What follows belongs to an exercise in optimizing a design on an open flow for a short achievable clock period; a production flow would make more cautious choices. In this exercise RTL edits were held to simulation tests only and were not proved equivalent to the original. Power and IR drop assume default switching activity.

==> design.v <==
module fdc_bridge_core (
    input  wire         clk,
    input  wire         rst,
    input  wire [3:0]   op,
    input  wire [1:0]   op_idx,         
    input  wire [15:0]  op_wdata,       
    input  wire         op_drive,       
    input  wire         op_level,       
    input  wire [2:0]   op_bit,         
    input  wire [127:0] key_matrix,     
    input  wire [7:0]   ctl_data_in,    
    input  wire [7:0]   ctl_reg_in,     
    output wire [15:0]  bus_rdata,
    output wire         irq,
    output wire         dmar,
    output wire         ctl_data_wr,
    output wire         ctl_data_rd,
    output wire [7:0]   ctl_data_out,
    output wire         ctl_reg_wr,
    output wire         ctl_reg_rd,
    output wire [1:0]   ctl_reg_addr,
    output wire [7:0]   ctl_reg_out,
    output wire         ctl_soft_reset,
    output wire         ctl_set_floppy,
    output wire [1:0]   ctl_floppy,
    output wire         drv_side,
    output wire [1:0]   drv_motor,
    output wire [6:0]   key_pos,
    output wire         key_pressed,
    output wire [3:0]   rep_an,
    output wire         rep_dg1
);
    localparam [3:0] OP_RD      = 4'd1,
                     OP_WR      = 4'd2,
                     OP_DRQ     = 4'd3,
                     OP_FIRQ    = 4'd4,
                     OP_RDY     = 4'd5,
                     OP_WP      = 4'd6,
                     OP_MCHG    = 4'd8,
                     OP_KTICK   = 4'd9,
                     OP_KACK    = 4'd10,
                     OP_SETMASK = 4'd11,
                     OP_SETPEND = 4'd12;
    localparam [15:0] IDX3_READ_VALUE = 16'h64C0;
    reg         bs_idle, bs_wr1, bs_wr2, bs_rd1, bs_rd2;
    reg         den, ddw;             
    reg [7:0]   dcr;
    reg [15:0]  ol;
    reg [7:0]   wl;                   
    reg         dip;
    reg [1:0]   mc;
    reg [1:0]   mci;
    reg [1:0]   wps;
    reg         sel0, sel1;           
    reg [7:0]   mask;
    reg [7:0]   pend;
    reg [127:0] kprev;
    reg [127:0] kgt;                  
    reg         kevt;
    reg         drq;
    reg         firq;
    reg [1:0]   rdy;
    wire [7:0] c = op_wdata[15:8];
    wire [7:0] d = op_wdata[7:0];
    wire is_rd   = (op == OP_RD);
    wire is_wr   = (op == OP_WR);
    wire is_drq  = (op == OP_DRQ);
    wire cw      = is_wr & (op_idx == 2'd1);       
    wire dw      = is_wr & ~op_idx[0];             
    wire dr      = is_rd & ~op_idx[0];             
    wire tc      = op_idx[1];                      
    wire rise    = is_drq & op_level & ~drq;       
    wire dcrw    = c[3] & ~c[2];                   
    wire nsel1   = ~d[3];
    wire nsel0   = d[3] & ~d[0];
    wire cw_start   = c[5] & drq & (c[4] | bs_idle);
    wire cw_rdstart = cw & cw_start & ~c[6];
    wire cw_wrstart = cw & cw_start &  c[6];
    wire rise_rd    = rise & ((bs_idle & den & ~ddw) | bs_rd1);
    wire s_wr2  = bs_wr2 & ~drq;
    wire s_rdr  = ~drq & ((bs_idle & den & ~ddw) | bs_rd1);
    wire s_an2  = ~drq & bs_idle & ~den;
    wire s_an3  = ~drq & (bs_wr1 | bs_rd2);
    wire s_none = ~sel0 & ~sel1;
    wire op0 = op[0], op1 = op[1], op2 = op[2], op3 = op[3];
    wire idx0 = op_idx[0], idx1 = op_idx[1], lvl = op_level;
    wire rw_z, rw_n, rw_p, rw_k;
    fdc_nor3  g_rw_z (.a(rst), .b(op3), .c(op2), .y(rw_z));
    fdc_nor2  g_rw_n (.a(op0), .b(idx1), .y(rw_n));
    fdc_nand4 g_rw_p (.a(op1), .b(idx0), .c(c[3]), .d(c[2]), .y(rw_p));
    fdc_nand2 g_rw_k (.a(rw_z), .b(rw_n), .y(rw_k));
    fdc_nor2  g_rw_y (.a(rw_k), .b(rw_p), .y(ctl_reg_wr));
    wire rr_z, rr_n, rr_p, rr_k;
    fdc_nor3  g_rr_z (.a(rst), .b(op3), .c(op2), .y(rr_z));
    fdc_nor3  g_rr_n (.a(op0), .b(idx1), .c(c[3]), .y(rr_n));
    fdc_nand3 g_rr_p (.a(op1), .b(idx0), .c(c[2]), .y(rr_p));
    fdc_nand2 g_rr_k (.a(rr_z), .b(rr_n), .y(rr_k));
    fdc_nor2  g_rr_y (.a(rr_k), .b(rr_p), .y(ctl_reg_rd));
    wire sr_z, sr_n, sr_p, sr_k;
    fdc_nor3  g_sr_z (.a(rst), .b(op3), .c(op2), .y(sr_z));
    fdc_nor2  g_sr_n (.a(op0), .b(idx1), .y(sr_n));
    fdc_nand3 g_sr_p (.a(op1), .b(idx0), .c(c[4]), .y(sr_p));
    fdc_nand2 g_sr_k (.a(sr_z), .b(sr_n), .y(sr_k));
    fdc_nor2  g_sr_y (.a(sr_k), .b(sr_p), .y(ctl_soft_reset));
    wire dg_z, dg_n, dg_m, dg_p, dg_k;
    fdc_nor3  g_dg_z (.a(rst), .b(op3), .c(op2), .y(dg_z));
    fdc_nor3  g_dg_n (.a(op0), .b(idx1), .c(c[2]), .y(dg_n));
    fdc_nor2  g_dg_m (.a(d[3]), .b(d[0]), .y(dg_m));
    fdc_nand3 g_dg_p (.a(op1), .b(idx0), .c(c[3]), .y(dg_p));
    fdc_nand3 g_dg_k (.a(dg_z), .b(dg_n), .c(dg_m), .y(dg_k));
    fdc_nor2  g_dg_y (.a(dg_k), .b(dg_p), .y(rep_dg1));
    wire f1_n, f1_k, f0_n, f0_k;
    fdc_nor3  g_f1_n (.a(rst), .b(c[2]), .c(d[3]), .y(f1_n));
    fdc_nand2 g_f1_k (.a(f1_n), .b(c[3]), .y(f1_k));
    fdc_inv   g_f1_y (.a(f1_k), .y(ctl_floppy[1]));
    fdc_nor3  g_f0_n (.a(rst), .b(c[2]), .c(d[0]), .y(f0_n));
    fdc_nand3 g_f0_k (.a(f0_n), .b(c[3]), .c(d[3]), .y(f0_k));
    fdc_inv   g_f0_y (.a(f0_k), .y(ctl_floppy[0]));
    wire a0_z, a0_n, a0_k;
    fdc_nor3  g_a0_z (.a(rst), .b(op3), .c(op2), .y(a0_z));
    fdc_nor3  g_a0_n (.a(op1), .b(idx0), .c(bs_rd2), .y(a0_n));
    fdc_nand3 g_a0_k (.a(a0_z), .b(a0_n), .c(op0), .y(a0_k));
    fdc_inv   g_a0_y (.a(a0_k), .y(rep_an[0]));
    wire a1_z, a1_n, a1_k;
    fdc_nor3  g_a1_z (.a(rst), .b(op3), .c(op2), .y(a1_z));
    fdc_nor3  g_a1_n (.a(op0), .b(idx0), .c(bs_wr1), .y(a1_n));
    fdc_nand3 g_a1_k (.a(a1_z), .b(a1_n), .c(op1), .y(a1_k));
    fdc_inv   g_a1_y (.a(a1_k), .y(rep_an[1]));
    wire a2_z, a2_zn, a2_p, a3_z, a3_zn, a3_p;
    fdc_nor3  g_a2_z (.a(rst), .b(op3), .c(op2), .y(a2_z));
    fdc_inv   g_a2_i (.a(a2_z), .y(a2_zn));
    fdc_nand4 g_a2_p (.a(op1), .b(op0), .c(lvl), .d(s_an2), .y(a2_p));
    fdc_nor2  g_a2_y (.a(a2_zn), .b(a2_p), .y(rep_an[2]));
    fdc_nor3  g_a3_z (.a(rst), .b(op3), .c(op2), .y(a3_z));
    fdc_inv   g_a3_i (.a(a3_z), .y(a3_zn));
    fdc_nand4 g_a3_p (.a(op1), .b(op0), .c(lvl), .d(s_an3), .y(a3_p));
    fdc_nor2  g_a3_y (.a(a3_zn), .b(a3_p), .y(rep_an[3]));
    wire dw_z1, dw_n, dw_t1, dw_z2, dw_w, dw_t2;
    fdc_nor3  g_dw_z1 (.a(rst), .b(op3), .c(op2), .y(dw_z1));
    fdc_nor3  g_dw_n  (.a(op0), .b(idx0), .c(~bs_wr1), .y(dw_n));
    fdc_nand3 g_dw_t1 (.a(dw_z1), .b(op1), .c(dw_n), .y(dw_t1));
    fdc_nor3  g_dw_z2 (.a(rst), .b(op3), .c(op2), .y(dw_z2));
    fdc_and2  g_dw_w  (.a(lvl), .b(s_wr2), .y(dw_w));
    fdc_nand4 g_dw_t2 (.a(dw_z2), .b(op1), .c(op0), .d(dw_w), .y(dw_t2));
    fdc_nand2 g_dw_y  (.a(dw_t1), .b(dw_t2), .y(ctl_data_wr));
    wire dr_z1, dr_w, dr_t1, dr_z2, dr_n, dr_a, dr_b, dr_en, dr_t2;
    fdc_nor3  g_dr_z1 (.a(rst), .b(op3), .c(op2), .y(dr_z1));
    fdc_and2  g_dr_w  (.a(lvl), .b(s_rdr), .y(dr_w));
    fdc_nand4 g_dr_t1 (.a(dr_z1), .b(op1), .c(op0), .d(dr_w), .y(dr_t1));
    fdc_nor3  g_dr_z2 (.a(rst), .b(op3), .c(op2), .y(dr_z2));
    fdc_nor3  g_dr_n  (.a(op0), .b(idx1), .c(c[6]), .y(dr_n));
    fdc_nand2 g_dr_a  (.a(dr_z2), .b(dr_n), .y(dr_a));
    fdc_nand3 g_dr_b  (.a(op1), .b(idx0), .c(c[5]), .y(dr_b));
    fdc_aoi21 g_dr_en (.a1(c[4]), .a2(drq), .b1(drq & bs_idle), .y(dr_en));
    fdc_nor3  g_dr_t2 (.a(dr_a), .b(dr_b), .c(dr_en), .y(dr_t2));
    fdc_nand2b g_dr_y (.a_n(dr_t2), .b(dr_t1), .y(ctl_data_rd));
    wire sf_q1, sf_q2, sf_k, sf_ta, sf_pq0, sf_pq, sf_m, sf_tb, sf_rn;
    fdc_nor2  g_sf_q1 (.a(op3), .b(op2), .y(sf_q1));
    fdc_nor2  g_sf_q2 (.a(op0), .b(idx1), .y(sf_q2));
    fdc_nand2 g_sf_k  (.a(sf_q1), .b(sf_q2), .y(sf_k));
    fdc_nand3 g_sf_ta (.a(op1), .b(idx0), .c(c[4]), .y(sf_ta));
    fdc_nand3 g_sf_p0 (.a(op1), .b(idx0), .c(c[3]), .y(sf_pq0));
    fdc_nor3  g_sf_pq (.a(sf_k), .b(sf_pq0), .c(c[2]), .y(sf_pq));
    wire sf_v;
    fdc_mux2i g_sf_v  (.s(d[0]), .a0(~sel0), .a1(~s_none), .y(sf_v));
    fdc_mux2i g_sf_m  (.s(d[3]), .a0(sel1), .a1(sf_v), .y(sf_m));
    fdc_nand2 g_sf_tb (.a(sf_pq), .b(sf_m), .y(sf_tb));
    fdc_inv   g_sf_rn (.a(rst), .y(sf_rn));
    fdc_sfout g_sf_y  (.k(sf_k), .ta(sf_ta), .tb(sf_tb), .rn(sf_rn), .y(ctl_set_floppy));
    wire [7:0] wl_x = wl & {8{~bs_wr1}};
    genvar gi;
    generate
        for (gi = 0; gi < 8; gi = gi + 1) begin : g_dout
            fdc_aoi21 g_do (.a1(c[gi]), .a2(bs_wr1), .b1(wl_x[gi]), .y(ctl_data_out[gi]));
        end
    endgenerate
    assign ctl_reg_addr   = c[1:0];
    assign ctl_reg_out    = ~d;
    generate
        for (gi = 0; gi < 16; gi = gi + 1) begin : g_rd
            if (IDX3_READ_VALUE[gi]) begin : g_one
                wire i3n;
                fdc_nand2 g_i3 (.a(op_idx[1]), .b(op_idx[0]), .y(i3n));
                fdc_nand2 g_y  (.a(i3n), .b(~ol[gi]), .y(bus_rdata[gi]));
            end else begin : g_zero
                fdc_aoi21 g_y  (.a1(op_idx[1]), .a2(op_idx[0]), .b1(~ol[gi]), .y(bus_rdata[gi]));
            end
        end
    endgenerate
    assign irq         = |(mask & pend);
    assign dmar        = bs_wr1 | bs_rd2;
    assign drv_side    = ~dcr[7];
    assign drv_motor   = {~dcr[4], ~dcr[1]};
    wire [127:0] kone = ~kgt & {1'b1, kgt[127:1]};
    reg  [6:0]   kpos_r;
    integer      j;
    always @(*) begin
        kpos_r = 7'd0;
        for (j = 0; j < 128; j = j + 1)
            if (kone[j]) kpos_r = kpos_r | j[6:0];
    end
    assign key_pos     = kpos_r;
    assign key_pressed = |(kone & kprev);
    wire [127:0] kdiff = key_matrix ^ kprev;
    wire [127:0] ka    = kdiff & kgt;
    wire [127:0] kb    = kdiff | kone;    
    wire [127:0] pa_l [0:7];
    wire [127:0] pb_l [0:7];
    assign pa_l[0] = {ka[126:0], 1'b0};
    assign pb_l[0] = {kb[126:0], 1'b0};
    genvar g, q;
    generate
        for (g = 0; g < 7; g = g + 1) begin : g_pfx
            for (q = 0; q < 128; q = q + 1) begin : g_bit
                if (q >= (1 << g)) begin : g_or
                    assign pa_l[g+1][q] = pa_l[g][q] | pa_l[g][q - (1 << g)];
                    assign pb_l[g+1][q] = pb_l[g][q] | pb_l[g][q - (1 << g)];
                end else begin : g_pass
                    assign pa_l[g+1][q] = pa_l[g][q];
                    assign pb_l[g+1][q] = pb_l[g][q];
                end
            end
        end
    endgenerate
    wire [127:0] pa    = pa_l[7];
    wire [127:0] pb    = pb_l[7];
    wire         any_a = pa[127] | ka[127];
    wire         any_d = |kdiff;
    wire [127:0] kfirst  = kdiff & (any_a ? (kgt & ~pa) : ~pb);
    wire [127:0] kgt_new = pa | ({128{~any_a}} & pb);
    wire ktick = (op == OP_KTICK) & ~kevt;
    wire kupd  = ktick & any_d;
    wire srst = rst | (cw & c[4]);
    wire       dip_c  = ~c[7] & ~c[4] & dip;
    wire [1:0] mci_c  = (c[7] | c[4]) ? 2'b00 : mci;
    wire [1:0] wps_c  = c[4] ? 2'b00 : wps;
    wire [1:0] mc_c   = c[4] ? 2'b00 :
                        {mc[1] & ~(dcrw & d[5]), mc[0] & ~(dcrw & d[2])};
    always @(posedge clk) begin
        if (rst) begin
            bs_idle <= 1'b1; bs_wr1 <= 1'b0; bs_wr2 <= 1'b0;
            bs_rd1  <= 1'b0; bs_rd2 <= 1'b0;
        end else if (cw) begin
            if (cw_start) begin
                bs_idle <= 1'b0; bs_wr1 <= c[6]; bs_wr2 <= 1'b0;
                bs_rd1  <= ~c[6]; bs_rd2 <= 1'b0;
            end else if (c[4]) begin
                bs_idle <= 1'b1; bs_wr1 <= 1'b0; bs_wr2 <= 1'b0;
                bs_rd1  <= 1'b0; bs_rd2 <= 1'b0;
            end
        end else if (dw & bs_wr1) begin
            bs_wr1 <= 1'b0; bs_wr2 <= 1'b1;
        end else if (dr & bs_rd2) begin
            bs_rd2 <= 1'b0; bs_idle <= 1'b1;
        end else if (rise) begin
            if (bs_idle & den) begin
                bs_idle <= 1'b0; bs_wr1 <= ddw; bs_rd1 <= ~ddw;
            end else if (bs_wr2) begin
                bs_wr2 <= 1'b0; bs_idle <= 1'b1;
            end else if (bs_rd1) begin
                bs_rd1 <= 1'b0; bs_rd2 <= 1'b1;
            end
        end
        if (rst) begin
            den <= 1'b0; ddw <= 1'b0;
        end else if (cw) begin
            den <= c[5]; ddw <= c[6];
        end else if (((dw & bs_wr1) | (dr & bs_rd2)) & tc) begin
            den <= 1'b0;
        end
        if (rst)
            dcr <= 8'hFF;
        else if (cw & dcrw)
            dcr <= d;
        else if (cw & c[4])
            dcr <= 8'hFF;
        if (rst) begin
            sel0 <= 1'b0; sel1 <= 1'b0;
        end else if (cw & dcrw) begin
            sel0 <= nsel0; sel1 <= nsel1;
        end else if (cw & c[4]) begin
            sel0 <= 1'b0; sel1 <= 1'b0;
        end
        if (rst) begin
            ol <= 16'h0000;
        end else if (cw) begin
            if (cw_rdstart)
                ol[15:8] <= ~ctl_data_in;
            else
                ol[15:8] <= {firq, dip_c, mc_c[1], wps_c[1], rdy[1],
                             mc_c[0], wps_c[0], rdy[0]};
            if (c[2] & ~c[3])
                ol[7:0] <= ~ctl_reg_in;
            else if (~c[2] & ~c[3])
                ol[7:0] <= c[4] ? 8'hFF : dcr;
            else if (c[4])
                ol[7:0] <= 8'h00;
        end else if (rise & bs_idle & den & ~ddw) begin
            ol[15:8] <= ~ctl_data_in;
        end else if (rise & bs_rd1) begin
            ol[7:0] <= ~ctl_data_in;
        end
        if (srst)
            wl <= 8'h00;
        else if (dw & bs_wr1)
            wl <= d;
        if (rst)
            dip <= 1'b0;
        else if (cw)
            dip <= dip_c;
        else if (((dw & bs_wr1) | (dr & bs_rd2)) & tc)
            dip <= 1'b1;
        if (rst)
            mc <= 2'b00;
        else if (cw)
            mc <= mc_c;
        else if (op == OP_MCHG)
            mc[op_drive] <= 1'b1;
        if (rst)
            mci <= 2'b00;
        else if (cw)
            mci <= mci_c;
        else if (op == OP_MCHG)
            mci[op_drive] <= 1'b1;
        if (srst)
            wps <= 2'b00;
        else if (op == OP_WP) begin
            if (~op_drive & sel0) wps[0] <= ~op_level;
            if ( op_drive & sel1) wps[1] <= ~op_level;
        end
        if (srst)
            mask <= 8'h00;
        else if (op == OP_SETMASK)
            mask[op_bit] <= op_level;
        if (rst) begin
            pend <= 8'h00;
        end else if (cw) begin
            pend <= {pend[7:5] & {3{~c[4]}}, dip_c | mci_c[0] | mci_c[1],
                     pend[3:0] & {4{~c[4]}}};
        end else if (((dw & bs_wr1) | (dr & bs_rd2)) & tc) begin
            pend[4] <= 1'b1;
        end else if (op == OP_MCHG) begin
            pend[4] <= 1'b1;
        end else if (kupd) begin
            pend[0] <= 1'b1;
        end else if (op == OP_KACK) begin
            pend[0] <= 1'b0;
        end else if (op == OP_SETPEND && op_bit != 3'd0 && op_bit != 3'd4) begin
            pend[op_bit] <= op_level;
        end
        if (srst) begin
            kprev <= 128'd0;
            kgt   <= {{127{1'b1}}, 1'b0};
            kevt  <= 1'b0;
        end else if (ktick) begin
            kprev <= kprev ^ kfirst;
            kgt   <= kgt_new;
            kevt  <= any_d;
        end else if (op == OP_KACK) begin
            kevt  <= 1'b0;
        end
    end
    always @(posedge clk) begin
        if (!rst) begin
            if (is_drq)            drq  <= op_level;
            if (op == OP_FIRQ)     firq <= op_level;
            if (op == OP_RDY)      rdy[op_drive] <= op_level;
        end
    end
endmodule
module fdc_inv   (input wire a, output wire y);                             assign y = ~a;              endmodule
module fdc_nor2  (input wire a, input wire b, output wire y);               assign y = ~(a | b);        endmodule
module fdc_nor3  (input wire a, input wire b, input wire c, output wire y); assign y = ~(a | b | c);    endmodule
module fdc_nand2 (input wire a, input wire b, output wire y);               assign y = ~(a & b);        endmodule
module fdc_nand3 (input wire a, input wire b, input wire c, output wire y); assign y = ~(a & b & c);    endmodule
module fdc_nand4 (input wire a, input wire b, input wire c, input wire d, output wire y);
    assign y = ~(a & b & c & d);
endmodule
module fdc_and2  (input wire a, input wire b, output wire y);               assign y = a & b;           endmodule
module fdc_nand2b (input wire a_n, input wire b, output wire y);            assign y = ~(~a_n & b);     endmodule
module fdc_aoi21 (input wire a1, input wire a2, input wire b1, output wire y);
    assign y = ~((a1 & a2) | b1);
endmodule
module fdc_mux2i (input wire s, input wire a0, input wire a1, output wire y);
    assign y = ~(s ? a1 : a0);
endmodule
module fdc_sfout (input wire k, input wire ta, input wire tb, input wire rn, output wire y);
    assign y = ~(rn & (k | ta) & tb);
endmodule
==> flow/run.sh <==
#!/bin/bash
set -euo pipefail
bash standard.sh finish SETUP_SLACK_MARGIN=7 \
  "BUFFER_PORTS_ARGS=-buffer_cell sky130_fd_sc_hd__buf_4" > standard_flow.log 2>&1
==> standard.sh <==
#!/bin/bash
# synth_recipe.tcl (not shown) runs the flow's synth.tcl, then flattens the netlist and writes it again
# the make line also repeats each setting of config.mk as NAME=value (left out here)
make -C /OpenROAD-flow-scripts/flow DESIGN_CONFIG=/design/flow/config.mk WORK_HOME=/design/flow/orfs CLKGATE_MAP_FILE= SYNTH_SCRIPT=/design/flow/synth_recipe.tcl "${@:-finish}"
==> config.mk <==
export PLATFORM = sky130hd
export DESIGN_NAME = fdc_bridge_core
export DESIGN_NICKNAME = fdc_bridge_core
export VERILOG_FILES = /design/flow/design.v
export SDC_FILE = /design/flow/constraint.sdc
export NUM_CORES = 4
export LEC_CHECK = 0
export CAP_MARGIN = 20
export CORE_MARGIN = 2
export CORE_UTILIZATION = 40
export PLACE_DENSITY = 0.6
export SLEW_MARGIN = 20
export SYNTH_HIERARCHICAL = 1
==> constraint.sdc <==
create_clock -name core_clock -period 12.5 [get_ports {clk}]
set_input_delay 2.5000 -clock core_clock [delete_from_list [all_inputs] [get_ports {clk}]]
set_output_delay 2.5000 -clock core_clock [all_outputs]
set_load 0.01 [all_outputs]
==> flow_summary.yaml, run 1 <==
run_status:
  status: "finished clean"
synthesis:
  syn-instance-count: 3336
  synthesis.area_sq_um: 23900
  synth_edf_count: 4
  synthDistinctLibCells: 88
  ys_async_sr_fraction_pct: 0
  ys_ff_latch: 324
  synth.avg_cell_area_sq_um: 7.15
  synth_top_flop_cell: "dfxtp_1"
  ys_seq_area_share_pct: 27.3
  syn_nets: 3514
  synth_warnings: 7
floorplanning:
  die_x_um: 248
  die_h_um: 248
  ioPinCount: 233
  num_rows: 89
  start_util_pct: 40.4
  core_sq_um: 59000
  die-area_sq_um: 61600
grt:
  grt_pass1_vias: 26600
  antenna_found_initial: 4
  grt_pass1_wl_mm: 188
  overflow: 0
  grt_usage_pct: 41.8
  grt_max_degree: 236
clocking:
  cts_buffers: 41
  path_clk_slew_ns: 0.06
  cts_hold_buf: 0
  root_buffer: "clkbuf_16"
  htree_num_levels: 2
  clock_latency_ns: 0.61
  cts.sinks: 324
  tritoncts: "done"
  cts_buffer_depth: 3
detailed_routing:
  firstDrtPassIters: 8
  drt-total-wl_mm: 134
  drtAntennaViolNets: 0
  vias_per_cell: 6.72
  drc: 0
  drt_iter0_markers: 4020
  vias: 29300
  post_drt_wl_per_cell_um: 30.8
pwr:
  power.total_mw: 2.76
  ir_worst_vdd_uv: 95.5
  power_density_nw_per_um2: 94.2
  leakage_nw: 11.1
layout:
  design_area_sq_um: 29300
  layout_commonest_cell: "nand2_1"
  layout.nets: 3733
  area_delta_synth_final_pct: 22.8
  final_layout_size_suffix_gt1_share_pct: 16.5
  final_cell_mix: "nand2_1 (528), dfxtp_1 (318), buf_4 (300), nor2_1 (285), nand3_1 (188)"
  n_fill_cell: 5955
timing:
  finalSetupViolations: 0
  fin_crit_ns: 5.73
  hold_viol_final: 0
  worst_pin_slew_ns: 1.26
  clock_skew_ns: 0.0401
  slew_headroom_pct: 15.8
  fmaxAchievable_ghz: 0.174
  rsz0062_at_grt: "true"
  post-route-period-util_pct: 45.8
  final_max_slew_viol_count: 0
  tns_ns: 0
critical_path:
  cp.required_ns: 10.00
  r2r_slack_ns: 8.42
  critPathKind: "in2out"
  cp_max_fo: 8
  worst_setup_path_end_kind: "output pin"
  cp.arrival_ns: 3.23
  worst_setup_path_start_kind: "primary input"
place:
  placed_area_sq_um: 26400
  dp_hpwl_mm: 101
  gp_congestion: 1.10
  portBuffers: 232
run:
  cap_violations: 0
hold_path:
  hold_path_class: "reg2reg"
-- modules after synthesis, one instance, submodules excluded, excerpt --
module | cells | flip-flops and latches | times used | cell area [sq um]
fdc_and2 | 1 | 0 | 2 | 6.26
fdc_mux2i | 1 | 0 | 2 | 10.0
fdc_nand3 | 1 | 0 | 11 | 5.00
fdc_nor2 | 1 | 0 | 11 | 3.75
fdc_nor3 | 1 | 0 | 22 | 10.0
fdc_sfout | 1 | 0 | 1 | 12.5
-- where the power goes --
part           internal (mW)  switching [mW]  leakage (nW)
clock network          0.794           0.539         0.715
registers               1.04         0.00867          2.62
logic                  0.135           0.243          7.75
total                   1.97           0.790          11.1
-- cell usage after synthesis (102+ instances only) --
master | count | area share, %
a21oi_1 | 139 | 2.9
a22oi_1 | 102 | 3.2
clkbuf_1 | 120 | 1.9
dfxtp_1 | 320 | 27
mux2i_1 | 109 | 4.6
nand2_1 | 532 | 8.4
nand3_1 | 191 | 4.0
nand4_1 | 125 | 3.3
nor2_1 | 297 | 4.7
nor2b_1 | 140 | 3.7
nor3_1 | 115 | 2.4
nor4_1 | 150 | 3.9
o21ai_0 | 155 | 3.3
xor2_1 | 128 | 4.7
-- area by class of cell --
cell class	count	area [sq um]	share of cell area, %
flip-flops and latches	324	6530	22.3
inverters	64	240	0.820
clock buffers	56	1190	4.07
clock inverters	17	263	0.897
repair buffers	340	3060	10.4
multi-input cells	2784	17100	58.2
diodes	3	7.51	0.0256
well taps	773	967	3.30
-- per-stage QoR --
stage,util (%),hold WS (ns),setup slack (ns),instances
after floorplan,-,0.432,7.00,3336
after global placement,44.8,0.439,4.59,4234
after detailed placement,44.8,0.443,4.43,4234
after CTS,48.9,0.451,6.76,4340
after global routing,49.6,0.471,6.73,4358
final,49.7,0.449,6.77,4361
-- cells by family after synthesis --
kind of cell / synth area share, %
AND/OR/NAND/NOR: 39.5
XOR/XNOR: 4.84
multiplexers: 4.62
buffers and inverters: 3.87
flip-flops: 27.3
adder cells (fa/ha/maj): 0.262
AO/OA/AOI/OAI: 19.6
-- final timing paths --
| path | start | to | cells past startpoint |
|---|---|---|---|
| worst min-delay path | wl[4]$_SDFFE_PP0P_ | wl[4]$_SDFFE_PP0P_ | 2 |
| worst min register to register | wl[4]$_SDFFE_PP0P_ | wl[4]$_SDFFE_PP0P_ | 2 |
| worst max register to register | flop | flop | 11 |
| worst max-delay path | op[2] | ctl_data_rd | 6 |
-- routing by layer --
metal	GRT usage, %	share of wire (%)	routed length [um]
met1	53.4	38	51300
met2	61.9	42	55800
met3	12.2	13	17200
met4	25.5	7.3	9750
met5	0	0.10	136
-- repair_timing --
action,4_1_cts,5_1_grt
hold endpoints to repair,0,0
gates resized for setup,111,58
cloned,9,3
setup buffers,24,15
pin swaps,37,16
endpoints found under the setup margin,271,114
-- critical path, cell delays in order --
cell and delay, ns:
buf_16 0.13, nor3_2 0.16, nand2_1 0.08, nor3_2 0.11
nand2b_4 0.15, buf_6 0.10
==> run 2, diff against run 1 <==
==> flow/run.sh (replaced) <==
#!/bin/bash
set -euo pipefail
bash standard.sh finish SETUP_SLACK_MARGIN=7 \
  "BUFFER_PORTS_ARGS=-buffer_cell sky130_fd_sc_hd__buf_8" > standard_flow.log 2>&1
==> flow_summary.yaml, run 2 <==
grt:
  use_met1_pct: 56.0
  overflow: 0
  top_usage_layer: "met2"
  grt_max_degree: 211
  grt_pass1_wl_mm: 198
  grt_usage_pct: 44.1
  met3_usage_pct: 12.8
  antenna_found_initial: 5
  grt_pass1_vias: 28100
  grt_util_met2_pct: 65.2
place:
  portBuffers: 232
  gp_congestion: 1.09
  dp_hpwl_mm: 107
  placed_area_sq_um: 28200
critical_path:
  cp.required_ns: 10.00
  critical_path.startpoint: "rst"
  worstPathCellList: "buf_16 > nor3_2 > nand2_1 > nor3_2 > nand2b_4 > buf_8"
  cpMostUsedCell: "nor3_2"
  crit_slowest_cell: "nor3_2"
  worst_setup_path_start_kind: "primary input"
  crit_end: "ctl_data_rd"
  cp_max_fo: 9
  critPathKind: "in2out"
  worst_path_largest_cell_delay_ns: 0.17
  r2r_slack_ns: 8.43
  cp.arrival_ns: 3.24
  worst_setup_path_end_kind: "output pin"
  reg2regPathDepth: 13
synthesis:
  ys_top_cells_by_area: "dfxtp_1 (27%), nand2_1 (8.4%), xor2_1 (4.7%), nor2_1 (4.7%), mux2i_1 (4.6%)"
  syn_nets: 3514
  ys_async_sr_fraction_pct: 0
  synth_warnings: 7
  yosysMostFrequentCell: "nand2_1"
  synth_compound_area_share_pct: 19.6
  synth.avg_cell_area_sq_um: 7.15
  synth_top_area_share_pct: 26.8
  synthSimpleGateAreaFrac_pct: 39.5
  synthesis.area_sq_um: 23900
  synth_top_flop_cell: "dfxtp_1"
  synth_top_area_cell: "dfxtp_1"
  synth_top_family_by_area: "simple AND/OR/NAND/NOR gates"
  synth.top_cells.by_count: "nand2_1 (532), dfxtp_1 (320), nor2_1 (297)"
  syn-instance-count: 3336
  ys_ff_latch: 324
  synth_xor_area_share_pct: 4.84
  muxShareOfSynthArea_pct: 4.62
  synthDistinctLibCells: 88
  synth_edf_count: 4
  yosys.area_share.adder_pct: 0.262
  ys_seq_area_share_pct: 27.3
timing:
  tns_ns: 0
  finalSetupViolations: 0
  clock_skew_ns: 0.0377
  rsz0062_at_grt: "true"
  fin_crit_ns: 5.74
  hold_viol_final: 0
  slew_headroom_pct: 21.6
  worst_pin_slew_ns: 1.17
  final_max_slew_viol_count: 0
  fin_hold_ws_ns: 0.450
  post-route-period-util_pct: 45.9
  fmaxAchievable_ghz: 0.174
floorplanning:
  core_sq_um: 59000
  ioPinCount: 233
  die_x_um: 248
  num_rows: 89
  die_h_um: 248
  die-area_sq_um: 61600
  start_util_pct: 40.4
pwr:
  power_density_nw_per_um2: 90.6
  leakage_nw: 11.8
  swShare_pct: 28.1
  switchingPower_uw: 802
  power.total_mw: 2.86
  p_int_mw: 2.06
  comb_power_share_pct: 15.7
  ir_worst_vdd_uv: 121
  pwr-share-clk_pct: 47.6
  p_seq_share_pct: 36.7
detailed_routing:
  drc: 0
  firstDrtPassIters: 10
  drt-total-wl_mm: 141
  post_drt_wl_per_cell_um: 32.2
  drtAntennaViolNets: 0
  drt_iter0_markers: 4193
  vias: 30300
  vias_per_cell: 6.92
clocking:
  htree_num_levels: 2
  clock_latency_ns: 0.60
  path_clk_slew_ns: 0.06
  cts_buffers: 41
  root_buffer: "clkbuf_16"
  tritoncts: "done"
  cts_buffer_depth: 3
  cts.sinks: 324
layout:
  final_core_util_pct: 53.5
  layout.nets: 3750
  final_cell_mix: "nand2_1 (525), dfxtp_1 (311), nor2_1 (282), buf_8 (222), nand3_1 (183)"
  final_layout_size_suffix_gt1_share_pct: 18.5
  layout_commonest_cell: "nand2_1"
  area_delta_synth_final_pct: 32.2
  design_area_sq_um: 31600
hold_path:
  hold_path_class: "reg2reg"
run:
  cap_violations: 0
run_status:
  status: "finished clean"
[run 2: area by class of cell]
class | count | area [sq um]
timing repair buffer | 359 | 4890
tap | 773 | 967
fill | 5631 | 27500
multi-input combinational | 2782 | 17400
clock buffer | 53 | 1170
sequential | 324 | 6550
inverter | 64 | 240
clock inverter | 21 | 334
antenna | 6 | 15.0
[run 2: timing repair]
item | in CTS | in global routing
pin swaps | 47 | 42
hold buffers | 0 | 0
gates resized for setup | 104 | 126
setup endpoints to repair | 268 | 176
buffers inserted | 27 | 23
cloned | 9 | 2
[run 2: per-stage QoR]
stage / setup slack (ns) / instances
final: 6.76 / 4382
after floorplan: 7.00 / 3336
after global routing: 6.74 / 4376
after global placement: 5.42 / 4239
after CTS: 6.74 / 4351
after detailed placement: 5.45 / 4241
[run 2: worst min path at each step]
| stage | from | to | slack (ns) | cells past startpoint |
|---|---|---|---|---|
| global placement | wl[4]$_SDFFE_PP0P_ | wl[4]$_SDFFE_PP0P_ | 0.44 | 2 |
| finish | wl[5]$_SDFFE_PP0P_ | wl[5]$_SDFFE_PP0P_ | 0.45 | 2 |
| CTS | wl[5]$_SDFFE_PP0P_ | wl[5]$_SDFFE_PP0P_ | 0.45 | 2 |
| detailed placement | wl[5]$_SDFFE_PP0P_ | wl[5]$_SDFFE_PP0P_ | 0.44 | 2 |
| global route | wl[3]$_SDFFE_PP0P_ | wl[3]$_SDFFE_PP0P_ | 0.48 | 2 |
| floorplan | wl[0]$_SDFFE_PP0P_ | wl[0]$_SDFFE_PP0P_ | 0.43 | 2 |
[run 2: logic make-up after synthesis]
| family | count (synthesis) |
|---|---|
| XOR/XNOR | 132 |
| buffers and inverters | 230 |
| adder cells (fa/ha/maj) | 5 |
| AO/OA/AOI/OAI | 702 |
| flip-flops | 324 |
| AND/OR/NAND/NOR | 1833 |
| multiplexers | 110 |
[run 2: routing by layer]
metal	share of wire [%]	wire length, um
met2	42	58700
met4	7.6	10800
met3	13	18800
met1	38	53000
met5	0.018	26
[run 2: critical path, delay by kind of cell]
kind          cells  cell delay, ns
simple gates      4            0.50
buf+inv           2            0.23
[run 2: Yosys stat by module, one instance, submodules excluded]
module / cells / area (sq um) / flops+latches
fdc_and2: 1 / 6.26 / 0
fdc_aoi21: 1 / 8.76 / 0
fdc_bridge_core: 3236 / 23200 / 324
fdc_inv: 1 / 3.75 / 0
fdc_mux2i: 1 / 10.0 / 0
fdc_nand2: 1 / 3.75 / 0
fdc_nand2b: 1 / 6.26 / 0
fdc_nand3: 1 / 5.00 / 0
fdc_nand4: 1 / 6.26 / 0
fdc_nor2: 1 / 3.75 / 0
fdc_nor3: 1 / 10.0 / 0
fdc_sfout: 1 / 12.5 / 0
[run 2: power groups by stage]
stage	clock network, mW	registers, mW	logic, mW
2_1_floorplan	0	1.07	0.160
3_3_place_gp	0	1.07	0.388
3_5_place_dp	0	1.07	0.389
4_1_cts	1.36	1.05	0.419
5_1_grt	1.40	1.05	0.464
6_report	1.36	1.05	0.450
==> run 3, diff against run 2 <==
==> flow/run.sh (replaced) <==
#!/bin/bash
set -euo pipefail
GROUP="bus_rdata[15] bus_rdata[14] bus_rdata[13] bus_rdata[12] bus_rdata[11] bus_rdata[10] bus_rdata[9] bus_rdata[8]"
GROUP="$GROUP op_idx[1] op_idx[0] bus_rdata[7] bus_rdata[6] bus_rdata[5] bus_rdata[4] bus_rdata[3] bus_rdata[2]"
GROUP="$GROUP bus_rdata[1] bus_rdata[0] rst op[3] op[2] op[1] op[0] op_level"
GROUP="$GROUP ctl_data_wr ctl_data_rd ctl_reg_wr ctl_reg_rd ctl_soft_reset ctl_set_floppy ctl_floppy[1] ctl_floppy[0]"
GROUP="$GROUP rep_an[3] rep_an[2] rep_an[1] rep_an[0] rep_dg1 op_wdata[0] ctl_reg_out[0] op_wdata[1]"
GROUP="$GROUP ctl_reg_out[1] op_wdata[2] ctl_reg_out[2] op_wdata[3] ctl_reg_out[3] op_wdata[4] ctl_reg_out[4] op_wdata[5]"
GROUP="$GROUP ctl_reg_out[5] op_wdata[6] ctl_reg_out[6] op_wdata[7] ctl_reg_out[7] op_wdata[8] ctl_data_out[0] ctl_reg_addr[0]"
GROUP="$GROUP op_wdata[9] ctl_data_out[1] ctl_reg_addr[1] op_wdata[10] ctl_data_out[2] op_wdata[11] ctl_data_out[3] op_wdata[12]"
GROUP="$GROUP ctl_data_out[4] op_wdata[13] ctl_data_out[5] op_wdata[14] ctl_data_out[6] op_wdata[15] ctl_data_out[7]"
bash standard.sh finish SETUP_SLACK_MARGIN=7 \
  "BUFFER_PORTS_ARGS=-buffer_cell sky130_fd_sc_hd__buf_4" \
  "PLACE_PINS_ARGS=-group_pins {$GROUP}" > standard_flow.log 2>&1
==> flow_summary.yaml, run 3 <==
run_status:
  status: "finished clean"
detailed_routing:
  post_drt_wl_per_cell_um: 31.5
  drt-total-wl_mm: 138
  firstDrtPassIters: 10
  drc: 0
  drt_iter0_markers: 4360
  vias: 29800
  vias_per_cell: 6.80
  drtAntennaViolNets: 0
place:
  pre_cts_ws_ns: 5.10
  portBuffers: 232
  dp_hpwl_mm: 104
  gp_congestion: 1.10
layout:
  final_cell_mix: "nand2_1 (519), dfxtp_1 (316), buf_4 (309), nor2_1 (286), nand3_1 (186)"
  area_delta_synth_final_pct: 24.2
  layout.nets: 3755
  final_layout_size_suffix_gt1_share_pct: 17.0
  layout_commonest_cell: "nand2_1"
synthesis:
  syn_nets: 3514
  yosysMostFrequentCell: "nand2_1"
  synth.top_cells.by_count: "nand2_1 (532), dfxtp_1 (320), nor2_1 (297)"
  synth_top_area_share_pct: 26.8
  synth.avg_cell_area_sq_um: 7.15
  syn-instance-count: 3336
  synth_edf_count: 4
  ys_top_cells_by_area: "dfxtp_1 (27%), nand2_1 (8.4%), xor2_1 (4.7%), nor2_1 (4.7%), mux2i_1 (4.6%)"
  synth_top_flop_cell: "dfxtp_1"
  synth_warnings: 7
  synthesis.area_sq_um: 23900
  synth_top_area_cell: "dfxtp_1"
  ys_async_sr_fraction_pct: 0
  ys_ff_latch: 324
  ys_seq_area_share_pct: 27.3
  synthDistinctLibCells: 88
pwr:
  pwr-share-clk_pct: 46.4
  power_density_nw_per_um2: 91.1
  switchingPower_uw: 773
  p_int_mw: 1.93
  p_seq_share_pct: 38.9
  comb_power_share_pct: 14.7
  ir_worst_vdd_uv: 94.0
  leakage_nw: 11.2
  swShare_pct: 28.6
grt:
  grt_pass1_vias: 26800
  grt_max_degree: 144
  grt_pass1_wl_mm: 194
  grt_usage_pct: 43.3
  antenna_found_initial: 8
  overflow: 0
floorplanning:
  die_x_um: 248
  core_sq_um: 59000
  start_util_pct: 40.4
  num_rows: 89
  die-area_sq_um: 61600
  die_h_um: 248
  ioPinCount: 233
critical_path:
  reg2regPathDepth: 10
  worst_setup_path_end_kind: "output pin"
  r2r_slack_ns: 8.27
  r2r_end: "kgt[116]$_SDFFE_PP1P_"
  r2r-start: "kgt[45]$_SDFFE_PP1P_"
  cp.required_ns: 10.00
  cp_max_fo: 6
  worst_setup_path_start_kind: "primary input"
  critical_path.startpoint: "op_wdata[0]"
  crit_end: "ctl_set_floppy"
  critPathKind: "in2out"
  cp.arrival_ns: 3.23
timing:
  slew_headroom_pct: 20.7
  final_max_slew_viol_count: 0
  setup_ws_ns: 6.77
  post-route-period-util_pct: 45.8
  rsz0062_at_grt: "true"
  worst_pin_slew_ns: 1.18
  fmaxAchievable_ghz: 0.175
  fin_crit_ns: 5.73
  finalSetupViolations: 0
  hold_viol_final: 0
  clock_skew_ns: 0.0262
  tns_ns: 0
clocking:
  htree_num_levels: 2
  tritoncts: "done"
  cts_buffer_depth: 3
  clock_latency_ns: 0.60
  path_clk_slew_ns: 0.06
  cts_buffers: 42
  cts.sinks: 324
  root_buffer: "clkbuf_16"
run:
  cap_violations: 0
hold_path:
  hold_path_class: "reg2reg"
## run 3: cell counts after synthesis
Identical to the previous run, type by type.
## run 3: through the flow
| step | hold slack [ns] | area, sq um | total power, mW | instances | util, % |
|---|---|---|---|---|---|
| after floorplan | 0.432 | 23900 | 1.23 | 3336 | - |
| after global placement | 0.439 | 26400 | 1.41 | 4236 | 44.8 |
| after detailed placement | 0.444 | 26400 | 1.41 | 4236 | 44.8 |
| after CTS | 0.452 | 29000 | 2.68 | 4358 | 49.2 |
| after global routing | 0.474 | 29600 | 2.77 | 4378 | 50.2 |
| final | 0.450 | 29600 | 2.70 | 4380 | 50.2 |
## run 3: kinds of logic after synthesis
family | Yosys count | synth area share (%)
AO/OA/AOI/OAI | 702 | 19.6
adder cells (fa/ha/maj) | 5 | 0.262
XOR/XNOR | 132 | 4.84
AND/OR/NAND/NOR | 1833 | 39.5
multiplexers | 110 | 4.62
buffers and inverters | 230 | 3.87
flip-flops | 324 | 27.3
## run 3: worst min path at each step
| stage | start | to | slack (ns) | cells past startpoint |
|---|---|---|---|---|
| after global routing | wl[3]$_SDFFE_PP0P_ | wl[3]$_SDFFE_PP0P_ | 0.47 | 2 |
| after CTS | wl[5]$_SDFFE_PP0P_ | wl[5]$_SDFFE_PP0P_ | 0.45 | 2 |
| after detailed placement | wl[5]$_SDFFE_PP0P_ | wl[5]$_SDFFE_PP0P_ | 0.44 | 2 |
| after floorplan | wl[0]$_SDFFE_PP0P_ | wl[0]$_SDFFE_PP0P_ | 0.43 | 2 |
| after global placement | wl[5]$_SDFFE_PP0P_ | wl[5]$_SDFFE_PP0P_ | 0.44 | 2 |
| final | wl[7]$_SDFFE_PP0P_ | wl[7]$_SDFFE_PP0P_ | 0.45 | 2 |
## run 3: per-module statistics from Yosys (local to each module, per instance), a selection
| module | cells inside | flops+latches | copies in the design |
|---|---|---|---|
| fdc_nand2b | 1 | 0 | 1 |
| fdc_sfout | 1 | 0 | 1 |
| fdc_and2 | 1 | 0 | 2 |
| fdc_nand2 | 1 | 0 | 18 |
| fdc_inv | 1 | 0 | 7 |
| fdc_nand4 | 1 | 0 | 5 |
## run 3: cell type report
class	instances	area [sq um]
Antenna cell	2	5.00
Clock buffer	63	1240
Clock inverter	9	124
Fill cell	5942	29400
Inverter	64	240
Multi-Input combinational cell	2782	17200
Sequential cell	324	6530
Tap cell	773	967
Timing Repair Buffer	363	3360
## run 3: routing by layer
layer  GRT usage (%)  wire length (um)
met1            56.9             53700
met2            64.0             57300
met3            10.7             17200
met4            25.5              9920
met5               0                31
## run 3: worst max-delay path, stage by stage
cell      delay [ns]
buf_12          0.11
mux2i_1         0.11
mux2i_1         0.18
nand2_1         0.11
o211ai_2        0.07
buf_4           0.14
## run 3: timing repair
item	CTS	global route
hold buffers	0	0
gates resized for setup	137	86
pin swaps	46	29
cloned	11	0
endpoints found under the setup margin	280	138
buffers inserted	39	19
## run 3: power by group through the flow
stage               Combinational, mW  Sequential (mW)  Clock, mW
floorplan                       0.160             1.07          0
global placement                0.336             1.07          0
detailed placement              0.334             1.07          0
CTS                             0.369             1.05       1.26
global route                    0.412             1.05       1.31
finish                          0.396             1.05       1.25
==> run 4, diff against run 3 <==
--- a/design.v
+++ b/design.v
@@ -144,5 +144,5 @@
     fdc_nand4 g_dw_t2 (.a(dw_z2), .b(op1), .c(op0), .d(dw_w), .y(dw_t2));
     fdc_nand2 g_dw_y  (.a(dw_t1), .b(dw_t2), .y(ctl_data_wr));
-    wire dr_z1, dr_w, dr_t1, dr_z2, dr_n, dr_a, dr_b, dr_en, dr_t2;
+    wire dr_z1, dr_w, dr_t1, dr_z2, dr_n, dr_b, dr_e, dr_k;
     fdc_nor3  g_dr_z1 (.a(rst), .b(op3), .c(op2), .y(dr_z1));
     fdc_and2  g_dr_w  (.a(lvl), .b(s_rdr), .y(dr_w));
@@ -150,20 +150,23 @@
     fdc_nor3  g_dr_z2 (.a(rst), .b(op3), .c(op2), .y(dr_z2));
     fdc_nor3  g_dr_n  (.a(op0), .b(idx1), .c(c[6]), .y(dr_n));
-    fdc_nand2 g_dr_a  (.a(dr_z2), .b(dr_n), .y(dr_a));
     fdc_nand3 g_dr_b  (.a(op1), .b(idx0), .c(c[5]), .y(dr_b));
-    fdc_aoi21 g_dr_en (.a1(c[4]), .a2(drq), .b1(drq & bs_idle), .y(dr_en));
-    fdc_nor3  g_dr_t2 (.a(dr_a), .b(dr_b), .c(dr_en), .y(dr_t2));
-    fdc_nand2b g_dr_y (.a_n(dr_t2), .b(dr_t1), .y(ctl_data_rd));
-    wire sf_q1, sf_q2, sf_k, sf_ta, sf_pq0, sf_pq, sf_m, sf_tb, sf_rn;
+    fdc_a21o  g_dr_e  (.a1(c[4]), .a2(drq), .b1(drq & bs_idle), .y(dr_e));
+    fdc_nand3 g_dr_k  (.a(dr_z2), .b(dr_n), .c(dr_e), .y(dr_k));
+    fdc_o21ai g_dr_y  (.a1(dr_k), .a2(dr_b), .b1(dr_t1), .y(ctl_data_rd));
+    wire sf_q1, sf_q2, sf_k, sf_ta, sf_p0, sf_p, sf_m, sf_tb, sf_rn;
     fdc_nor2  g_sf_q1 (.a(op3), .b(op2), .y(sf_q1));
     fdc_nor2  g_sf_q2 (.a(op0), .b(idx1), .y(sf_q2));
     fdc_nand2 g_sf_k  (.a(sf_q1), .b(sf_q2), .y(sf_k));
     fdc_nand3 g_sf_ta (.a(op1), .b(idx0), .c(c[4]), .y(sf_ta));
-    fdc_nand3 g_sf_p0 (.a(op1), .b(idx0), .c(c[3]), .y(sf_pq0));
-    fdc_nor3  g_sf_pq (.a(sf_k), .b(sf_pq0), .c(c[2]), .y(sf_pq));
-    wire sf_v;
-    fdc_mux2i g_sf_v  (.s(d[0]), .a0(~sel0), .a1(~s_none), .y(sf_v));
-    fdc_mux2i g_sf_m  (.s(d[3]), .a0(sel1), .a1(sf_v), .y(sf_m));
-    fdc_nand2 g_sf_tb (.a(sf_pq), .b(sf_m), .y(sf_tb));
+    fdc_nand3 g_sf_p0 (.a(op1), .b(idx0), .c(c[3]), .y(sf_p0));
+    fdc_nor2  g_sf_p  (.a(sf_p0), .b(c[2]), .y(sf_p));
+    wire sf_d3n, sf_d0n, sf_m1, sf_m2, sf_m3;
+    fdc_inv   g_sf_i3 (.a(d[3]), .y(sf_d3n));
+    fdc_inv   g_sf_i0 (.a(d[0]), .y(sf_d0n));
+    fdc_nand2 g_sf_m1 (.a(sf_d3n), .b(~sel1), .y(sf_m1));
+    fdc_nand3 g_sf_m2 (.a(d[3]), .b(d[0]), .c(~s_none), .y(sf_m2));
+    fdc_nand3 g_sf_m3 (.a(d[3]), .b(sf_d0n), .c(~sel0), .y(sf_m3));
+    fdc_nand3 g_sf_m  (.a(sf_m1), .b(sf_m2), .c(sf_m3), .y(sf_m));
+    fdc_nand4 g_sf_tb (.a(sf_q1), .b(sf_q2), .c(sf_p), .d(sf_m), .y(sf_tb));
     fdc_inv   g_sf_rn (.a(rst), .y(sf_rn));
     fdc_sfout g_sf_y  (.k(sf_k), .ta(sf_ta), .tb(sf_tb), .rn(sf_rn), .y(ctl_set_floppy));
@@ -382,4 +385,10 @@
     assign y = ~((a1 & a2) | b1);
 endmodule
+module fdc_a21o  (input wire a1, input wire a2, input wire b1, output wire y);
+    assign y = (a1 & a2) | b1;
+endmodule
+module fdc_o21ai (input wire a1, input wire a2, input wire b1, output wire y);
+    assign y = ~((a1 | a2) & b1);
+endmodule
 module fdc_mux2i (input wire s, input wire a0, input wire a1, output wire y);
     assign y = ~(s ? a1 : a0);
==> flow/run.sh (replaced) <==
#!/bin/bash
set -euo pipefail
bash standard.sh finish SETUP_SLACK_MARGIN=7 \
  "BUFFER_PORTS_ARGS=-buffer_cell sky130_fd_sc_hd__buf_4" > standard_flow.log 2>&1
==> flow_summary.yaml, run 4 <==
detailed_routing:
  vias_per_cell: 6.68
  drtAntennaViolNets: 0
  drc: 0
  post_drt_wl_per_cell_um: 30.4
  drt-total-wl_mm: 134
  drt_iter0_markers: 3869
  vias: 29500
  firstDrtPassIters: 9
synthesis:
  synth_top_flop_cell: "dfxtp_1"
  syn_nets: 3528
  synth.top_cells.by_count: "nand2_1 (562), dfxtp_1 (320), nor2_1 (296)"
  synthDistinctLibCells: 85
  synth_warnings: 7
  synthSimpleGateAreaFrac_pct: 39.7
  syn-instance-count: 3350
  synth_top_family_by_area: "simple AND/OR/NAND/NOR gates"
  yosys.area_share.adder_pct: 0.263
  synth_compound_area_share_pct: 18.9
  synth_edf_count: 4
  synth_xor_area_share_pct: 4.82
  ys_seq_area_share_pct: 27.4
  synth.avg_cell_area_sq_um: 7.10
  synth_top_area_share_pct: 26.9
  yosysMostFrequentCell: "nand2_1"
  muxShareOfSynthArea_pct: 5.10
  ys_top_cells_by_area: "dfxtp_1 (27%), nand2_1 (8.9%), mux2i_1 (5.1%), xor2_1 (4.7%), nor2_1 (4.7%)"
  synth_top_area_cell: "dfxtp_1"
  ys_async_sr_fraction_pct: 0
  ys_ff_latch: 324
  synthesis.area_sq_um: 23800
critical_path:
  worst_setup_path_start_kind: "primary input"
  cp.arrival_ns: 3.23
  critPathKind: "in2out"
  cp.required_ns: 10.00
  cp_max_fo: 5
  worst_setup_path_end_kind: "output pin"
  reg2regPathDepth: 9
hold_path:
  min_path_cells: 2
  hold_path_class: "reg2reg"
timing:
  finalSetupViolations: 0
  slew_headroom_pct: 25.3
  tns_ns: 0
  fin_crit_ns: 5.73
  worst_pin_slew_ns: 1.12
  clock_skew_ns: 0.0183
  final_max_slew_viol_count: 0
  fmaxAchievable_ghz: 0.174
  rsz0062_at_grt: "true"
  post-route-period-util_pct: 45.9
  hold_viol_final: 0
clocking:
  cts_buffer_depth: 3
  tritoncts: "done"
  htree_num_levels: 2
  cts.sinks: 324
  root_buffer: "clkbuf_16"
  cts_hold_buf: 0
  clock_latency_ns: 0.61
  path_clk_slew_ns: 0.05
  cts_buffers: 42
place:
  dp_hpwl_mm: 101
  portBuffers: 232
  gp_congestion: 1.08
grt:
  grt_usage_pct: 41.9
  grt_pass1_wl_mm: 187
  antenna_found_initial: 10
  grt_max_degree: 226
  overflow: 0
  grt_pass1_vias: 26200
layout:
  layout.nets: 3782
  seq_area_sq_um: 6540
  final_layout_size_suffix_gt1_share_pct: 17.0
  layout_commonest_cell: "nand2_1"
  final_cell_mix: "nand2_1 (559), buf_4 (324), dfxtp_1 (309), nor2_1 (285), nand3_1 (191)"
  area_delta_synth_final_pct: 24.3
  n_fill_cell: 5986
  multi_input_area_sq_um: 17000
floorplanning:
  die_x_um: 248
  core_sq_um: 58900
  die_h_um: 248
  die-area_sq_um: 61400
  num_rows: 89
  ioPinCount: 233
  start_util_pct: 40.4
pwr:
  power_density_nw_per_um2: 93.2
  leakage_nw: 11.4
  power.total_mw: 2.75
  ir_worst_vdd_uv: 98.7
run:
  cap_violations: 0
run_status:
  status: "finished clean"
[run 4: cell count changes in the layout (fill, tap and decap cells not counted), moves of 11 or more]
| cell | before | now |
|---|---|---|
| mux2i_1 | 109 | 120 |
| o21ai_0 | 152 | 121 |
| o21ai_1 | 5 | 17 |
| o22ai_1 | 43 | 23 |
| nor3_1 | 106 | 120 |
| buf_4 | 309 | 324 |
| nor4_1 | 129 | 117 |
| a21oi_1 | 138 | 154 |
| nand2_1 | 519 | 559 |
[run 4: final timing paths]
kind,startpoint,endpoint,slack (ns)
min reg2reg,wl[7]$_SDFFE_PP0P_,wl[7]$_SDFFE_PP0P_,0.45
max,op_wdata[14],ctl_data_rd,6.77
max reg2reg,flop,flop,8.35
min,wl[7]$_SDFFE_PP0P_,wl[7]$_SDFFE_PP0P_,0.45
[run 4: worst max-delay path: stages]
cell and delay (ns):
buf_6 0.11, nor3_2 0.18, nand3_1 0.11, o21ai_2 0.18, buf_4 0.15
[run 4: per-layer routing]
layer	track usage (%)	wire, um
met1	54.9	52300
met2	61.9	55900
met3	10.1	16300
met4	25.3	9440
met5	0	68
[run 4: metrics by stage]
| step | hold WS [ns] | util (%) | std cells | area [sq um] | setup WS [ns] |
|---|---|---|---|---|---|
| 6_report | 0.451 | 50.2 | 4413 | 29600 | 6.77 |
| 5_1_grt | 0.479 | 50.2 | 4410 | 29600 | 6.74 |
| 4_1_cts | 0.453 | 49.0 | 4373 | 28900 | 6.79 |
| 3_5_place_dp | 0.446 | 44.9 | 4258 | 26400 | 5.27 |
| 3_3_place_gp | 0.440 | 44.9 | 4257 | 26400 | 5.27 |
| 2_1_floorplan | 0.432 | - | 3350 | 23800 | 7.01 |
[run 4: per-module statistics from Yosys (local to each module, per instance)]
module           flops+latches  area [sq um]  times used
fdc_a21o                     0          7.51           1
fdc_and2                     0          6.26           2
fdc_aoi21                    0          8.76          19
fdc_bridge_core            324         23100           1
fdc_inv                      0          3.75           9
fdc_nand2                    0          3.75          17
fdc_nand3                    0          5.00          15
fdc_nand4                    0          6.26           6
fdc_nor2                     0          3.75          12
fdc_nor3                     0          10.0          20
fdc_o21ai                    0          5.00           1
fdc_sfout                    0          12.5           1
[run 4: logic make-up after synthesis]
family / Yosys count
and+or+nand+nor: 1861
AOI/OAI and AO/OA: 677
DFF: 324
buffers and inverters: 231
xor gates and xnor gates: 131
muxes: 121
adders and majority gates: 5
[run 4: area by class of cell]
cell class | instances | area share [%]
well taps | 773 | 3.27
flip-flops and latches | 324 | 22.1
repair buffers | 369 | 11.2
multi-input cells | 2797 | 57.5
inverters | 70 | 0.889
clock buffers | 54 | 4.08
diodes | 3 | 0.0254
clock inverters | 23 | 0.897
[run 4: repair_timing]
item | CTS | global route
buffers inserted | 30 | 33
gates cloned | 8 | 4
endpoints found under the hold margin | 0 | 0
pin swaps | 35 | 45
resized for setup | 104 | 73
setup endpoints to repair | 291 | 169
[run 4: power by group]
group          leakage, nW  internal [mW]  total, mW  switching [mW]
clock network        0.728          0.770       1.31           0.544
registers             2.62           1.04       1.05         0.00917
logic                 8.09          0.141      0.389           0.248

## afterwards: timing with drivers on the ports
The flow's constraints put no driver on any port. The routed layouts listed below were extracted and timed again, unchanged, in two steps. Step 1: set_driving_cell puts a clkbuf_16 on clk and a buf_2 on each other input, an assumption about the parent block. Step 2 moves the port delays by t, midway between the first and last clock arrival at a register: inputs arrive t later, outputs are due t later. That takes back most of the time a late clock gives input paths. a / b / c = ideal ports / drivers / drivers and shift; a / b = the first two.
run	shift t [ns]	setup slack, ns	slew at the worst register clock pin (ns)	worst data-port slew with drivers (ns)
run 1	0.661	6.769 / 6.616 / 6.275	0.07 / 0.07	0.30
run 2	0.643	6.763 / 6.588 / 6.293	0.07 / 0.07	0.31
run 3	0.643	6.771 / 6.616 / 6.369	0.07 / 0.07	0.27
run 4	0.664	6.768 / 6.640 / 6.292	0.07 / 0.07	0.24
After both steps setup and hold are still met in every run listed. The setup slack of run 1, which loses most, moves by -0.153 ns with the drivers and by -0.494 ns with both steps.
